This is an optimization exercise on Yosys and OpenROAD, whose aim is small area, not a production implementation.
Only simulation tests tie the RTL to the original design; equivalence was not proved.
Power and IR drop assume default switching activity.

[flow/design.v]
module fs_config (
    input  wire [5:0] idx,
    output wire       mom,
    output wire       has_led,
    output wire [3:0] stat,
    output wire [7:0] cc,
    output wire [7:0] onv,
    output wire [7:0] offv
);
  localparam [63:0] T_MOM_0 = 64'hD7ED0120165651A1;
  localparam [63:0] T_HAS_LED_0 = 64'hDFDFE75D53F27FB6;
  localparam [63:0] T_STAT_0 = 64'hBE296C350A5560DE;
  localparam [63:0] T_STAT_1 = 64'h675AC529EBD28A0B;
  localparam [63:0] T_STAT_2 = 64'h4A530C786B3CE8AB;
  localparam [63:0] T_STAT_3 = 64'h8708901D226A5E96;
  localparam [63:0] T_CC_0 = 64'h7A4301AB33590836;
  localparam [63:0] T_CC_1 = 64'h4F01E5ABA84CAE5B;
  localparam [63:0] T_CC_2 = 64'h0A0455DBF0DB3233;
  localparam [63:0] T_CC_3 = 64'hA1EC908E524A13C6;
  localparam [63:0] T_CC_4 = 64'hE6382017D6148CAA;
  localparam [63:0] T_CC_5 = 64'h972ABEB3B8F3BEEF;
  localparam [63:0] T_CC_6 = 64'h4E82597CD4C4B3B7;
  localparam [63:0] T_CC_7 = 64'h0000000000000040;
  localparam [63:0] T_ONV_0 = 64'hB7B886D84BD2F6DF;
  localparam [63:0] T_ONV_1 = 64'hBDB84DDC4BC2F4DB;
  localparam [63:0] T_ONV_2 = 64'hB7BC84D94A92748F;
  localparam [63:0] T_ONV_3 = 64'hB7BC0FDC4BC2F4C9;
  localparam [63:0] T_ONV_4 = 64'hB5B807D84A9A749B;
  localparam [63:0] T_ONV_5 = 64'h35BC4DD84BD276CF;
  localparam [63:0] T_ONV_6 = 64'h3FBC45FD4BCA74D9;
  localparam [63:0] T_ONV_7 = 64'h0000000000000000;
  localparam [63:0] T_OFFV_0 = 64'hC047F923B5350932;
  localparam [63:0] T_OFFV_1 = 64'hC047F007B4650926;
  localparam [63:0] T_OFFV_2 = 64'hC243B307B4350B76;
  localparam [63:0] T_OFFV_3 = 64'h4A477303B5250972;
  localparam [63:0] T_OFFV_4 = 64'hCA437902B4350B64;
  localparam [63:0] T_OFFV_5 = 64'h42473A23B4758934;
  localparam [63:0] T_OFFV_6 = 64'hCA47B327B4258B32;
  localparam [63:0] T_OFFV_7 = 64'h0000000000000000;
  assign mom = T_MOM_0[idx];
  assign has_led = T_HAS_LED_0[idx];
  assign stat[0] = T_STAT_0[idx];
  assign stat[1] = T_STAT_1[idx];
  assign stat[2] = T_STAT_2[idx];
  assign stat[3] = T_STAT_3[idx];
  assign cc[0] = T_CC_0[idx];
  assign cc[1] = T_CC_1[idx];
  assign cc[2] = T_CC_2[idx];
  assign cc[3] = T_CC_3[idx];
  assign cc[4] = T_CC_4[idx];
  assign cc[5] = T_CC_5[idx];
  assign cc[6] = T_CC_6[idx];
  assign cc[7] = T_CC_7[idx];
  assign onv[0] = T_ONV_0[idx];
  assign onv[1] = T_ONV_1[idx];
  assign onv[2] = T_ONV_2[idx];
  assign onv[3] = T_ONV_3[idx];
  assign onv[4] = T_ONV_4[idx];
  assign onv[5] = T_ONV_5[idx];
  assign onv[6] = T_ONV_6[idx];
  assign onv[7] = T_ONV_7[idx];
  assign offv[0] = T_OFFV_0[idx];
  assign offv[1] = T_OFFV_1[idx];
  assign offv[2] = T_OFFV_2[idx];
  assign offv[3] = T_OFFV_3[idx];
  assign offv[4] = T_OFFV_4[idx];
  assign offv[5] = T_OFFV_5[idx];
  assign offv[6] = T_OFFV_6[idx];
  assign offv[7] = T_OFFV_7[idx];
endmodule
module switch_debounce_fsm #(
    parameter integer N              = 64,
    parameter integer DEBOUNCE_TICKS = 1000,
    parameter integer IDX_W          = 6,
    parameter integer TIMER_W        = 10
) (
    input  wire             clk,
    input  wire             rst,         
    input  wire             init_done,
    input  wire [N-1:0]     sw,
    output wire             led_we,
    output wire [IDX_W-1:0] led_idx,
    output wire             led_val,
    output wire             tx_valid,
    output reg  [7:0]       tx_data,
    input  wire             tx_ready
);
  localparam integer M = 27;   
  localparam [3:0] P_HOLD     = 4'd0;
  localparam [3:0] P_BREAD    = 4'd1;
  localparam [3:0] P_SAMPLE   = 4'd2;
  localparam [3:0] P_WAIT     = 4'd3;
  localparam [3:0] P_RESAMPLE = 4'd4;
  localparam [3:0] P_LED      = 4'd5;
  localparam [3:0] P_TX0      = 4'd6;
  localparam [3:0] P_TX1      = 4'd7;
  localparam [3:0] P_TX2      = 4'd8;
  reg [3:0]         phase;
  reg [IDX_W-1:0]   idx;
  reg               boot;
  reg [TIMER_W-1:0] timer;
  reg [N-1:0]       rref;
  reg [M-1:0]       mon;
  wire       cfg_mom;
  wire       cfg_has_led;
  wire [3:0] cfg_stat;
  wire [7:0] cfg_cc;
  wire [7:0] cfg_onv;
  wire [7:0] cfg_offv;
  fs_config u_cfg (
      .idx    (idx),
      .mom    (cfg_mom),
      .has_led(cfg_has_led),
      .stat   (cfg_stat),
      .cc     (cfg_cc),
      .onv    (cfg_onv),
      .offv   (cfg_offv)
  );
  wire raw      = sw[idx];
  wire ref_val  = rref[0];
  wire cur_on   = cfg_mom ? mon[0] : rref[0];
  wire last_idx = (idx == N - 1);
  wire same     = (raw == ref_val);
  localparam [TIMER_W-1:0] T_LAST = 10'h2B2;   
  wire [TIMER_W-1:0] t_step = {timer[8:0], ~(timer[9] ^ timer[6])};
  wire               t_end  = (timer == T_LAST);
  reg [3:0] phase_n;
  reg       adv;       
  reg       wr_ref;    
  reg       ref_n;
  reg       wr_mon;    
  reg       mon_n;
  reg       boot_n;
  always @* begin
    phase_n = phase;
    adv     = 1'b0;
    wr_ref  = 1'b0;
    ref_n   = raw;
    wr_mon  = 1'b0;
    mon_n   = 1'b0;
    boot_n  = boot;
    case (phase)
      P_HOLD: if (init_done) phase_n = P_BREAD;
      P_BREAD: begin
        adv    = 1'b1;
        wr_ref = 1'b1;
        ref_n  = raw & ~cfg_mom;
        wr_mon = cfg_mom;
        mon_n  = 1'b0;
        if (last_idx) begin
          boot_n  = 1'b1;
          phase_n = P_LED;
        end
      end
      P_SAMPLE: begin
        if (same) adv = 1'b1;
        else phase_n = P_WAIT;
      end
      P_WAIT: if (t_end) phase_n = P_RESAMPLE;
      P_RESAMPLE: begin
        wr_ref = 1'b1;
        ref_n  = raw;
        if (same || (cfg_mom && !raw)) begin
          adv     = 1'b1;
          phase_n = P_SAMPLE;
        end else begin
          phase_n = P_LED;
          wr_mon  = cfg_mom;
          mon_n   = ~mon[0];
        end
      end
      P_LED: phase_n = P_TX0;
      P_TX0: if (tx_ready) phase_n = P_TX1;
      P_TX1: if (tx_ready) phase_n = P_TX2;
      P_TX2: begin
        if (tx_ready) begin
          adv = 1'b1;
          if (boot) begin
            if (last_idx) begin
              boot_n  = 1'b0;
              phase_n = P_SAMPLE;
            end else begin
              phase_n = P_LED;
            end
          end else begin
            phase_n = P_SAMPLE;
          end
        end
      end
      default: phase_n = P_HOLD;
    endcase
  end
  always @(posedge clk) begin
    if (rst) begin
      phase <= P_HOLD;
      idx   <= {IDX_W{1'b0}};
      boot  <= 1'b0;
    end else begin
      phase <= phase_n;
      boot  <= boot_n;
      if (adv) idx <= idx + 1'b1;
    end
  end
  always @(posedge clk) begin
    timer <= (phase == P_WAIT) ? t_step : {TIMER_W{1'b0}};
  end
  wire ref_head = wr_ref ? ref_n : rref[0];
  wire mon_head = wr_mon ? mon_n : mon[0];
  always @(posedge clk) begin
    if (adv) rref <= {ref_head, rref[N-1:1]};
    else     rref[0] <= ref_head;
    if (adv && cfg_mom) mon <= {mon_head, mon[M-1:1]};
    else                mon[0] <= mon_head;
  end
  assign led_we   = (phase == P_LED) && cfg_has_led;
  assign led_idx  = led_we ? idx : {IDX_W{1'b0}};
  assign led_val  = led_we ? cur_on : 1'b0;
  assign tx_valid = (phase == P_TX0) || (phase == P_TX1) || (phase == P_TX2);
  always @* begin
    case (phase)
      P_TX0:   tx_data = {4'hB, cfg_stat};
      P_TX1:   tx_data = cfg_cc;
      P_TX2:   tx_data = cur_on ? cfg_onv : cfg_offv;
      default: tx_data = 8'h00;
    endcase
  end
endmodule
[flow/run.sh]
#!/bin/bash
# synth_recipe.tcl (not shown) runs the flow's synth.tcl, then flattens the netlist and writes it again
# the make line also repeats each setting of config.mk as NAME=value (left out here)
make -C /OpenROAD-flow-scripts/flow DESIGN_CONFIG=/design/flow/config.mk WORK_HOME=/design/flow/orfs CLKGATE_MAP_FILE= SYNTH_SCRIPT=/design/flow/synth_recipe.tcl finish
[flow/config.mk]
export PLATFORM = sky130hd
export DESIGN_NAME = switch_debounce_fsm
export DESIGN_NICKNAME = switch_debounce_fsm
export VERILOG_FILES = /design/flow/design.v
export SDC_FILE = /design/flow/constraint.sdc
export NUM_CORES = 4
export LEC_CHECK = 0
export ABC_AREA = 1
export CAP_MARGIN = 20
export CORE_MARGIN = 2
export CORE_UTILIZATION = 40
export SLEW_MARGIN = 20
[flow/constraint.sdc]
create_clock -name core_clock -period 10.0 [get_ports {clk}]
set_input_delay 2.0000 -clock core_clock [delete_from_list [all_inputs] [get_ports {clk}]]
set_output_delay 2.0000 -clock core_clock [all_outputs]
set_load 0.01 [all_outputs]
==> summary.txt <==
## per-layer routing
metal,share of wire [%],GRT usage [%],routed length [µm],up-vias
met2,41,33.0,9420,433
li1,-,-,-,3303
met1,45,34.5,10400,3142
met5,0,0,0,-
met4,3.7,8.03,851,0
met3,11,5.99,2590,80
## area by class of cell
cell class | instances | area, µm²
Timing Repair Buffer | 92 | 901
Inverter | 86 | 330
Fill cell | 1797 | 9400
Clock inverter | 7 | 57.6
Clock buffer | 9 | 225
Multi-Input combinational cell | 694 | 3630
Tap cell | 229 | 287
Sequential cell | 112 | 3140
## cells in the final DEF, fill, tap and decap left out, types with 14 or more instances in the layout
cell type,instances
ha_1,23
o21ai_0,40
clkdlybuf4s50_1,84
edfxtp_1,89
a22oi_2,15
nor2_1,86
nand2_1,269
nand3_1,80
inv_1,78
nand4_1,14
a22oi_1,19
dfxtp_1,22
a21oi_1,51
## flip-flops by register name, summed over array words and instances, names as in the netlist
name / flops
idx: 6
phase: 4
boot: 1
mon: 27
rref: 64
timer: 10
## power by group through the flow
stage | Sequential [mW] | Clock [mW] | Combinational (mW)
2_1_floorplan | 0.894 | 0 | 0.915
3_3_place_gp | 0.958 | 0 | 1.21
3_5_place_dp | 0.957 | 0 | 1.19
4_1_cts | 0.958 | 0.338 | 1.19
5_1_grt | 0.979 | 0.357 | 1.35
6_report | 0.957 | 0.327 | 1.21
## logic make-up after synthesis
kind of cell    count (synthesis)
buf+inv                       130
simple gates                  498
fa+ha+maj                      23
flops                         112
xor+xnor                        3
compound gates                170
## worst paths after layout
kind / slack [ns] / depth (start not counted) / endpoint / from
max: 3.06 / 21 / tx_data[2] / idx[0]$_SDFFE_PP0P_
min: 0.42 / 0 / rref[60]$_DFFE_PP_ / rref[61]$_DFFE_PP_
max reg2reg: 5.76 / 18 / idx[1]$_SDFFE_PP0P_ / idx[0]$_SDFFE_PP0P_
min reg2reg: 0.42 / 0 / rref[60]$_DFFE_PP_ / rref[61]$_DFFE_PP_
## stage by stage
stage / utilization, % / cells / area (µm²) / total power [mW] / setup slack [ns]
2_1_floorplan: - / 936 / 7340 / 1.81 / 4.72
3_3_place_gp: 46.1 / 1213 / 8280 / 2.17 / 3.50
5_1_grt: 47.7 / 1229 / 8570 / 2.69 / 2.76
4_1_cts: 47.7 / 1229 / 8560 / 2.49 / 3.04
3_5_place_dp: 46.1 / 1213 / 8280 / 2.14 / 3.43
6_report: 47.7 / 1229 / 8570 / 2.50 / 3.06
==> results.tsv <==
metric	value	unit
skew final	0.00769	ns
die area	19500	µm²
Post-Synthesis Cells	936	
Worst slew margin	34.6	%
Detailed Place HPWL	15700	µm
number of global-route vias before repair	6496	
htree depth	3	
Cell Area, Synth	7340	µm²
Remaining DRCs	0	
Final Cycle Share	69.4	%
Syn Nets	1027	
Ant. Diodes	0	
1st-iter DRT viols	748	
switching pwr	1.10	mW
Avg WL per Cell	18.9	µm
Post-Route WL	23200	µm
first-pass GRT wire length	36000	µm
combinational share of power	48.6	%
core area	18000	µm²
nets	1086	
#FFs+latches synth	112	
Post-Synth Adder-Cell Area	3.92	%
die width	139	µm
Crit path max-delay family	simple AND/OR/NAND/NOR gates	
status	no timing/DRC/antenna violations	
synth-to-layout area growth	16.7	%
DR vias	6958	
CTS tree	done	
crit path DAT	4.94	ns
top_reg_cell synth	edfxtp_1	
CTS Root Cell	clkbuf_16	
GPL Wtd Cong	1.02	
Final Hold Vio Count	0	
ANT nets after route	0	
crit-path cells	buf_4 > inv_4 > ha_1 > nor2_1 > nand2_1 > nand3_1 > a21oi_2 > nand2_2 > nand2_2 > nand2_2 > ha_1 > nand2_1 > a21oi_1 > nand2_1 > o211ai_1 > a21oi_1 > nand2_1 > a21oi_1 > nand2_1 > o21ai_1 > clkdlybuf4s50_1	
most frequent cells after synthesis	nand2_1, edfxtp_1, nor2_1	
slowest stage cell, crit path	dfxtp_1	
# rows	49	
Simple-Gate Fraction of Synth Area	30.0	%
Post-Synth XOR/XNOR Area	0.358	%
DRT Pass-1 Iters	5	
Hold Buf Count CTS	0	
clock group share of total power	13.1	%
pwr dens	292	nW/µm²
Crit path required time	8.00	ns
synthesized area per cell	7.85	µm²
# IOs	85	
Post-CTS Setup Inserts	0	
largest family of logic cells by synthesized area	simple AND/OR/NAND/NOR gates	
unrepaired setup endpoints after global routing	no	
final setup TNS	0	ns
CP Launch Type	flip-flop	
clock slew at reported path FFs	0.07	ns
Sw Share	44.2	%
die height	139	µm
final setup fails	0	
# clock sinks	112	
total track usage	23.3	%
post-synthesis compound-gate area fraction	15.2	%
grt ovf	0	
Max IR drop VDD	0.144	mV
CP most frequent cell	nand2_1	
port bufs	84	
sequential fraction of the synthesis area	42.7	%
clk latency of the worst-skew pair	0.34	ns
minimum clock period	6.94	ns
Max Cap Viol	0	
crit end category	output port	
cell taking the most area after synthesis	edfxtp_1	
HP Class	flip-flop to flip-flop	
Resized cells post-CTS	0	
largest net degree at the start of global routing	74	
internal power	1.39	mW
Max FO, Critical Path	17	
Initial Util	40.9	%
Hold WS	0.418	ns
kind of critical path	flip-flop to output port	
post-synthesis mux area share	0	%
Reg power frac	38.3	%
share of layout cells above drive strength 1	8.10	%
most numerous cell in the Yosys netlist	nand2_1	
Via density	5.66	
worst-margin pin slew	0.980	ns
Max clock buf depth	2	
synth top area cells	edfxtp_1, nand2_1, dfxtp_1, nand3_1, nor2_1	
Pleak	3.48	nW
EDFF count, synth	89	
Synth top area share	36.4	%
critical path buffer and inverter count	3	
Max Fclk	0.144	GHz
initial antenna violation count	0	
Async S/R FF share, synth	0	%
Max stage delay on crit path	0.97	ns
Netlist cell types	48	
CTS buffer count	9	
Max Slew Vio Count	0	
Synth warnings	1	

==> what the ideal ports hide <==
The flow's constraints put no driver on any port. The routed layout listed below was extracted and timed again, unchanged, in two steps.
Step 1: set_driving_cell puts a clkbuf_16 on clk and a buf_2 on each other input, an assumption about the parent block.
Step 2 moves the port delays by t, midway between the first and last clock arrival at a register: inputs arrive t later, outputs are due t later. That takes back most of the time a late clock gives input paths.
Three values: ideal ports, drivers, drivers and shift; two values: the first two.
t (ns): 0.369
setup slack, ns: 3.064 / 3.028 / 3.398
pins driven straight from the clock port: 1
After both steps setup and hold are still met in this run. For this run, drivers alone change the setup slack by -0.036 ns; drivers and shift together by +0.334 ns.
